Context: an optimization exercise on an open-source flow, tuned for small area, a short achievable clock period and few clock cycles. The choices shown serve that exercise and are no tape-out recipe. Only simulation tests tie the RTL to the original design; equivalence was not proved.

Setup of job 9177:
==> flow/design.v (excerpt) <==
module pjon_cipher (
    input  wire         clk,
    input  wire         rst,         
    input  wire [127:0] key,         
    input  wire         cmd_valid,
    input  wire         cmd_op,      
    input  wire         cmd_ivf,
    input  wire         cmd_side,    
    input  wire [7:0]   cmd_len,
    input  wire [31:0]  cmd_now,
    input  wire         buf_we,
    input  wire [6:0]   buf_addr,
    input  wire [7:0]   buf_wdata,
    output wire [7:0]   buf_rdata,
    output wire         busy,
    output reg          done,
    output reg          err,
    output reg  [7:0]   result
);
Size: ~1,600 flip-flops, about 210 I/O pins, about 0.079 mm² of cells after synthesis.
Settings: LEC_CHECK=0, ABC_AREA=1, CAP_MARGIN=30, CORE_MARGIN=2, CORE_UTILIZATION=50, SLEW_MARGIN=30; clock period 17.0 ns.
standard.sh (not shown) runs the stock make flow with config.mk's settings and CLKGATE_MAP_FILE= SYNTH_SCRIPT=/design/flow/synth_recipe.tcl, a recipe that flattens the netlist after the stock synthesis.
==> flow/flow/run.sh <==
#!/bin/bash
# Standard layout (the standard.sh: standard synthesis, floorplan, place,
# CTS, route, finish), with a larger setup margin (7 ns) for ORFS's timing repair so
# that the resizer keeps improving the critical paths below the clock period,
# and without gate cloning (its clones can overload a driver after routing).
set -euo pipefail
bash standard.sh SETUP_SLACK_MARGIN=7 SKIP_GATE_CLONING=1 finish > standard_flow.log 2>&1
Testbench counts of job 9177, summed over its fixed seeds: cycles 57,669.
What job 1869 does differently from job 9177 at the input level:
==> flow/run.sh (new file) <==
#!/bin/bash
# synth_recipe.tcl (not shown) runs the flow's synth.tcl, then flattens the netlist and writes it again
# the make line also repeats each setting of config.mk as NAME=value (left out here)
make -C /OpenROAD-flow-scripts/flow DESIGN_CONFIG=/design/flow/config.mk WORK_HOME=/design/flow/orfs CLKGATE_MAP_FILE= SYNTH_SCRIPT=/design/flow/synth_recipe.tcl finish
diff --git a/flow/config.mk b/flow/config.mk
--- a/flow/config.mk
+++ b/flow/config.mk
@@ -11,2 +11,3 @@
 export CORE_UTILIZATION = 50
+export SETUP_SLACK_MARGIN = 5
 export SLEW_MARGIN = 30
removed: flow/flow/run.sh
removed: flow/standard.sh
### Flow results
- The setup slack of job 1869 is smaller than that of job 9177.
- Compared to job 9177, the router laid down less metal wire for job 1869.
- NOTE non-filler instance count after layout job 9177->job 1869 decreased slightly
- Diff job 9177 -> job 1869 | peak fanout along the critical path | increase of 84
Input changes introduced in job 3385 (baseline for comparison: job 1869):
==> flow/flow/run.sh (new file) <==
#!/bin/bash
# Standard layout (the standard.sh: standard synthesis, floorplan, place,
# CTS, route, finish) with these changes:
# - a larger setup margin (7 ns) for ORFS's timing repair, so that the resizer
#   keeps improving the critical paths below the clock period;
# - no gate cloning (its clones can overload a driver after routing);
# - every port still gets a buffer, but a small one (buf_1) to start from;
#   timing repair upsizes those on critical paths.
set -euo pipefail
bash standard.sh SETUP_SLACK_MARGIN=7 SKIP_GATE_CLONING=1 \
    'BUFFER_PORTS_ARGS=-buffer_cell sky130_fd_sc_hd__buf_1' finish > standard_flow.log 2>&1
==> flow/standard.sh (new file) <==
#!/bin/bash
# synth_recipe.tcl (not shown) runs the flow's synth.tcl, then flattens the netlist and writes it again
# the make line also repeats each setting of config.mk as NAME=value (left out here)
make -C /OpenROAD-flow-scripts/flow DESIGN_CONFIG=/design/flow/config.mk WORK_HOME=/design/flow/orfs CLKGATE_MAP_FILE= SYNTH_SCRIPT=/design/flow/synth_recipe.tcl "${@:-finish}"
diff --git a/flow/config.mk b/flow/config.mk
--- a/flow/config.mk
+++ b/flow/config.mk
@@ -11,3 +11,5 @@
 export CORE_UTILIZATION = 50
-export SETUP_SLACK_MARGIN = 5
+export CTS_CLUSTER_DIAMETER = 80
+export CTS_CLUSTER_SIZE = 20
+export GPL_ROUTABILITY_DRIVEN = 0
 export SLEW_MARGIN = 30
removed: flow/run.sh
[summary]
Job 3385 and job 1869 ended up with roughly the same final standard cell utilization of the core.
Going from job 1869 to job 3385, clock network area share fell by 2.5 points.
Modified inputs, job 3622 compared to job 3385
==> flow/flow/run.sh <==
#!/bin/bash
# Standard layout (the standard.sh: standard synthesis, floorplan, place,
# CTS, route, finish), with a larger setup margin (7 ns) for ORFS's timing repair so
# that the resizer keeps improving the critical paths below the clock period,
# and without gate cloning (its clones can overload a driver after routing).
set -euo pipefail
bash standard.sh SETUP_SLACK_MARGIN=7 SKIP_GATE_CLONING=1 finish > standard_flow.log 2>&1
diff --git a/flow/config.mk b/flow/config.mk
--- a/flow/config.mk
+++ b/flow/config.mk
@@ -10,6 +10,3 @@
 export CORE_MARGIN = 2
-export CORE_UTILIZATION = 50
-export CTS_CLUSTER_DIAMETER = 80
-export CTS_CLUSTER_SIZE = 20
-export GPL_ROUTABILITY_DRIVEN = 0
+export CORE_UTILIZATION = 45
 export SLEW_MARGIN = 30
met1 layer usage reported by global route on job 3622 is down relative to job 3385. From job 3385 to job 3622 the numbers moved as follows: final design area excluding fillers rose 0.0047 mm²; worst setup slack rose 0.10 ns.
[inputs] job 2107 vs job 3622
diff --git a/flow/config.mk b/flow/config.mk
--- a/flow/config.mk
+++ b/flow/config.mk
@@ -10,3 +10,5 @@
 export CORE_MARGIN = 2
-export CORE_UTILIZATION = 45
+export CORE_UTILIZATION = 50
+export CTS_CLUSTER_DIAMETER = 80
+export CTS_CLUSTER_SIZE = 20
 export SLEW_MARGIN = 30
Notes after the runs:
- Reported for job 2107 and job 3622, total clock sinks turned out identical to the last digit.
- On normalized max-slew margin, job 3622 loses to job 2107.
- In job 2107, met1 usage is higher than in job 3622.
- On post-route fraction of the period consumed by the critical path: between job 2107 and job 3622, it ends up lower for job 3622.
- Compared with job 3622, job 2107 shows a lower depth of the worst register-to-register path.
- On total cell area at the placement stage, the higher figure sits with job 3622, not job 2107.
- Re maximum level of the CTS H-tree: job 2107 and job 3622 aren't equal, and the higher value belongs to job 3622.


Setup of red:
The RTL this note starts from:
==> flow/design.v <==
module pjon_cipher (
    input  wire         clk,
    input  wire         rst,         
    input  wire [127:0] key,         
    input  wire         cmd_valid,
    input  wire         cmd_op,      
    input  wire         cmd_ivf,
    input  wire         cmd_side,    
    input  wire [7:0]   cmd_len,
    input  wire [31:0]  cmd_now,
    input  wire         buf_we,
    input  wire [6:0]   buf_addr,
    input  wire [7:0]   buf_wdata,
    output wire [7:0]   buf_rdata,
    output wire         busy,
    output reg          done,
    output reg          err,
    output reg  [7:0]   result
);
    localparam [1:0] S_IDLE  = 2'd0,
                     S_CRYPT = 2'd1,    
                     S_SRCH  = 2'd2,    
                     S_SCAN  = 2'd3;    
    reg [7:0]   mem [0:127];
    reg [383:0] sb;                     
    reg [95:0]  key_r;                  
    reg [1:0]   state;
    reg         op_r, ivf_r, side_r;
    reg [7:0]   n_r;
    reg [7:0]   plen;                   
    reg [7:0]   xlim;                   
    reg [7:0]   x;                      
    reg         fetch;                  
    reg         pre_ph;                 
    reg [7:0]   cnt;                    
    reg [7:0]   k1;                     
    reg         pv;                     
    reg [7:0]   c0, cand;               
    reg [7:0]   seen;
    reg [7:0]   pend_len, pend_c;
    reg [5:0]   ka, kj;                 
    reg         ks_run, ks_done;
    assign busy = (state != S_IDLE);
    wire [6:0] addr = busy ? cnt[6:0] : buf_addr;
    wire [7:0] pm   = ({1'b0, addr} < pend_len) ? pend_c : 8'd0;
    wire [7:0] rdv  = mem[addr] ^ pm;
    assign buf_rdata = rdv;
    reg  [5:0] kb_r;                    
    reg  [5:0] ta_r, tb_r;              
    wire [5:0] ka_nx = ka + 6'd1;
    wire [5:0] t_q = ta_r + tb_r - ka;  
    reg  [5:0] s_b, s_t, kb;
    integer e;
    always @(*) begin
        s_t = 6'd0;
        kb  = 6'd0;
        for (e = 0; e < 64; e = e + 1)
            if (t_q == e) s_t = sb[6*e +: 6];
        for (e = 0; e < 16; e = e + 1)
            if (ka_nx[3:0] == e) kb = key_r[6*e +: 6];
    end
    wire [5:0] s_a = ks_run ? sb[5:0] : sb[11:6];
    wire [5:0] jb = kj + s_a + kb_r;    
    always @(*) begin
        s_b = 6'd0;
        for (e = 0; e < 64; e = e + 1)
            if (jb == e) s_b = sb[6*e +: 6];
    end
    wire [95:0] key6;
    genvar g;
    generate for (g = 0; g < 16; g = g + 1) begin : gk
        assign key6[6*g +: 6] = key[8*g +: 6];
    end endgenerate
    wire kdiff = (key6 != key_r);
    wire bad_len = cmd_op ? (cmd_len > 8'd128)
                 : (cmd_ivf & ~cmd_side) ? (cmd_len > 8'd127)
                 : (cmd_ivf &  cmd_side) ? (cmd_len == 8'd0 || cmd_len > 8'd128)
                 : (cmd_len > 8'd128);
    wire [7:0] len_m1 = cmd_len - 8'd1;
    wire [11:0] m1 = {4'd0, cmd_now[7:0]} + {3'd0, cmd_now[15:8], 1'b0}
                   + {2'd0, cmd_now[23:16], 2'b0} + {1'd0, cmd_now[31:24], 3'b0};
    wire [8:0]  m2 = {1'b0, m1[7:0]} + {4'd0, m1[11:8], 1'b0};
    wire [7:0]  m3 = m2[7:0] + {6'd0, m2[8], 1'b0};
    wire [7:0]  iv_first = ((m3 >= 8'd254) ? m3 - 8'd254 : m3) + 8'd1;
    wire tail     = pre_ph && !fetch && (cnt < pend_len);
    wire pre_act  = pre_ph && (fetch || tail);
    wire pre_last = fetch ? !(plen < pend_len) : (tail && (cnt + 8'd1 == pend_len));
    wire pre_free = !pre_act || pre_last;
    wire crypt    = (state == S_CRYPT);
    wire s1_go    = crypt && ks_done && (k1 < plen) && pre_free;
    wire p_last   = crypt && pv && (cnt + 8'd1 == plen);
    wire p_none   = crypt && (plen == 8'd0) && pre_free;
    wire [7:0] ks_out = rdv ^ ((cnt < xlim) ? x : 8'd0) ^ {2'b00, s_t};
    wire [7:0] mv     = (state == S_SCAN) ? rdv : ks_out;
    wire       mv_en  = (state == S_SCAN) || (crypt && pv && ivf_r && !side_r);
    reg  [7:0] mv_r;
    reg        mv_v;
    wire [8:0] mdiff  = {1'b0, mv_r} - {1'b0, c0};
    wire [7:0] md     = mdiff[8] ? mdiff[7:0] - 8'd2 : mdiff[7:0];
    wire       mark   = mv_v && (mv_r != 8'd0) && (mv_r != 8'd255) && (md[7:3] == 5'd0);
    reg  [7:0] seen_s;
    always @(*) begin
        seen_s = seen;
        if (mark) seen_s[md[2:0]] = 1'b1;
    end
    wire       srch   = (state == S_SRCH);
    wire       found  = srch && !seen_s[0];
    wire       full   = &seen_s;
    wire [7:0] cand_nxt = (cand == 8'd254) ? 8'd1 : cand + 8'd1;
    wire [8:0] c0_p8  = {1'b0, c0} + 9'd8;
    wire [7:0] c0_nxt = (c0_p8 > 9'd254) ? c0_p8[7:0] - 8'd254 : c0_p8[7:0];
    wire restart = rst || (!busy && kdiff) || p_last;
    wire       mem_we = busy ? ((crypt && (tail || pv)) || (found && !op_r))
                             : buf_we;
    wire [7:0] mem_wd = !busy ? (buf_wdata ^ pm)
                      : (state == S_SRCH) ? cand
                      : pv ? ks_out : rdv;
    always @(posedge clk)
        if (mem_we) mem[addr] <= mem_wd;
    wire step = ks_run || s1_go;
    always @(posedge clk) begin
        for (e = 0; e < 64; e = e + 1) begin
            if (restart)
                sb[6*e +: 6] <= e[5:0];
            else if (step) begin
                if ((e == 63 && ks_run) || (e == 0 && !ks_run))
                    sb[6*e +: 6] <= s_b;
                else if (jb == ((e + 1) % 64))
                    sb[6*e +: 6] <= s_a;
                else
                    sb[6*e +: 6] <= sb[6*((e + 1) % 64) +: 6];
            end
        end
    end
    always @(posedge clk) begin
        if (restart) begin
            key_r   <= key6;
            kb_r    <= key6[5:0];
            ka      <= 6'd0;
            kj      <= 6'd0;
            ks_run  <= 1'b1;
            ks_done <= 1'b0;
        end else if (step) begin
            ka   <= ka_nx;
            kj   <= jb - 6'd1;
            kb_r <= (ks_run && ka != 6'd63) ? kb : 6'd0;
            if (ks_run && ka == 6'd63) begin
                ks_run  <= 1'b0;
                ks_done <= 1'b1;
                kj      <= 6'd0;
            end
        end
    end
    always @(posedge clk) begin
        mv_r <= mv;
        mv_v <= busy && mv_en;
        if (!busy || (srch && full))
            seen <= 8'd0;
        else if (srch)
            seen <= {1'b0, seen_s[7:1]};
        else
            seen <= seen_s;
    end
    always @(posedge clk) begin
        done <= 1'b0;
        ta_r <= s_a;
        tb_r <= s_b;
        if (rst) begin
            state    <= S_IDLE;
            err      <= 1'b0;
            result   <= 8'd0;
            pend_len <= 8'd0;
        end else begin
            case (state)
            S_IDLE: begin
                if (cmd_valid) begin
                    op_r   <= cmd_op;
                    ivf_r  <= cmd_ivf;
                    side_r <= cmd_side;
                    n_r    <= cmd_len;
                    c0     <= iv_first;
                    cand   <= iv_first;
                    k1     <= 8'd0;
                    pv     <= 1'b0;
                    if (bad_len) begin
                        err    <= 1'b1;
                        result <= 8'd0;
                        done   <= 1'b1;
                    end else begin
                        err <= 1'b0;
                        if (cmd_op) begin
                            cnt   <= 8'd0;
                            state <= (cmd_len == 8'd0) ? S_SRCH : S_SCAN;
                        end else begin
                            state <= S_CRYPT;
                            plen  <= (cmd_ivf && cmd_side) ? len_m1 : cmd_len;
                            xlim  <= (cmd_ivf && cmd_len >= 8'd2) ? len_m1 : 8'd0;
                            fetch <= cmd_ivf && cmd_len >= 8'd2;
                            pre_ph <= 1'b1;
                            cnt   <= (cmd_ivf && cmd_len >= 8'd2) ? len_m1
                                   : (cmd_ivf && cmd_side) ? len_m1 : cmd_len;
                        end
                    end
                end
            end
            S_CRYPT: begin
                if (fetch) begin
                    x     <= rdv;
                    fetch <= 1'b0;
                    cnt   <= plen;
                end else if (tail) begin
                    cnt <= cnt + 8'd1;
                end
                if (s1_go) begin
                    k1     <= k1 + 8'd1;
                    pre_ph <= 1'b0;
                end
                pv <= s1_go;
                if (pv)
                    cnt <= cnt + 8'd1;
                else if (s1_go)
                    cnt <= 8'd0;
                if (p_last || p_none) begin
                    cnt <= n_r;
                    if (ivf_r && !side_r) begin
                        state    <= S_SRCH;
                        pend_len <= 8'd0;    
                    end else begin
                        state  <= S_IDLE;
                        done   <= 1'b1;
                        result <= plen;
                        if (ivf_r && plen >= 8'd2) begin
                            pend_len <= plen - 8'd1;
                            pend_c   <= ks_out;
                        end else begin
                            pend_len <= 8'd0;
                        end
                    end
                end
            end
            S_SCAN: begin
                cnt <= cnt + 8'd1;
                if (cnt + 8'd1 == n_r) begin
                    cnt   <= n_r;
                    state <= S_SRCH;
                end
            end
            S_SRCH: begin
                if (full) begin
                    c0    <= c0_nxt;
                    cand  <= c0_nxt;
                    cnt   <= 8'd0;
                    state <= S_SCAN;
                end else if (!found) begin
                    cand <= cand_nxt;
                end else begin
                    state <= S_IDLE;
                    done  <= 1'b1;
                    if (op_r) begin
                        result <= cand;
                    end else begin
                        result   <= n_r + 8'd1;
                        pend_len <= n_r;
                        pend_c   <= cand;
                    end
                end
            end
            endcase
        end
    end
endmodule
==> flow/config.mk <==
export PLATFORM = sky130hd
export DESIGN_NAME = pjon_cipher
export DESIGN_NICKNAME = pjon_cipher
export VERILOG_FILES = /design/flow/design.v
export SDC_FILE = /design/flow/constraint.sdc
export NUM_CORES = 4
export LEC_CHECK = 0
export ABC_AREA = 1
export CAP_MARGIN = 20
export CORE_MARGIN = 2
export CORE_UTILIZATION = 60
export SLEW_MARGIN = 20
==> flow/constraint.sdc <==
create_clock -name core_clock -period 17.0 [get_ports {clk}]
set_input_delay 3.4000 -clock core_clock [delete_from_list [all_inputs] [get_ports {clk}]]
set_output_delay 3.4000 -clock core_clock [all_outputs]
set_load 0.01 [all_outputs]
==> flow/flow/run.sh <==
#!/bin/bash
# Standard layout (the standard.sh: standard synthesis, floorplan, place,
# CTS, route, finish), with a larger setup margin for ORFS's timing repair so
# that the resizer keeps improving the critical paths below the clock period.
set -euo pipefail
bash standard.sh SETUP_SLACK_MARGIN=8 finish > standard_flow.log 2>&1
STATUS run=red STAGES=ALL_DONE FINAL_CHECKS=FAILED CAUSE=capacitance limit, slew limit
Testbench counts of red, summed over its fixed seeds: cycles 59,781.
diff inputs: red => blue
Settings: swapping 60 for 40 in CORE_UTILIZATION.
Notes after the runs:
- blue: complete, dirty (capacitance limit, slew limit)
- Delta (blue minus red): top achievable clock speed dropped about 0.37%, routed wire length climbed 6.1%, area of all placed cells without fillers climbed 2.7%, total number of multi-input combinational cells barely changed.
- Higher met3 usage was reported by red, not blue.
- Comparing blue with red, the final count of negative-setup-slack endpoints came out essentially unchanged.
- On setup slack of the critical path after layout: between red and blue, it ends up higher for red.
- Max critical path depth in cells across red and blue: red

==> port drivers added, routing unchanged <==
No port has a modelled driver above. Below, the same layouts with a new extraction and two added sets of constraints. Step 1 sets driving cells, clkbuf_16 on the clock port and buf_2 on the other inputs (assumed; they add their load-dependent delay and slew). Step 2 times the ports against the registers' clock, not the clock port: input delays grow and output delays shrink by t, the midpoint of the rising clock arrivals with the driver on. a / b / c = no drivers / after step 1 / after step 2; a / b = the first two.
run	t, ns	slack for setup (ns)	worst setup path after step 2
job 9177	0.889	6.795 / 6.736 / 6.736	input to output
job 1869	0.900	5.291 / 5.268 / 5.268	input to output
job 3385	0.840	6.826 / 6.795 / 6.795	input to output
job 3622	0.911	6.927 / 6.823 / 6.823	input to output
job 2107	0.841	6.846 / 6.804 / 6.804	input to output
red	0.888	6.890 / 6.853 / 6.853	input to output
blue	0.919	6.853 / 6.820 / 6.820	input to output
The setup slack of job 3622, which loses most, moves by -0.104 ns with the drivers and by -0.104 ns with both steps.
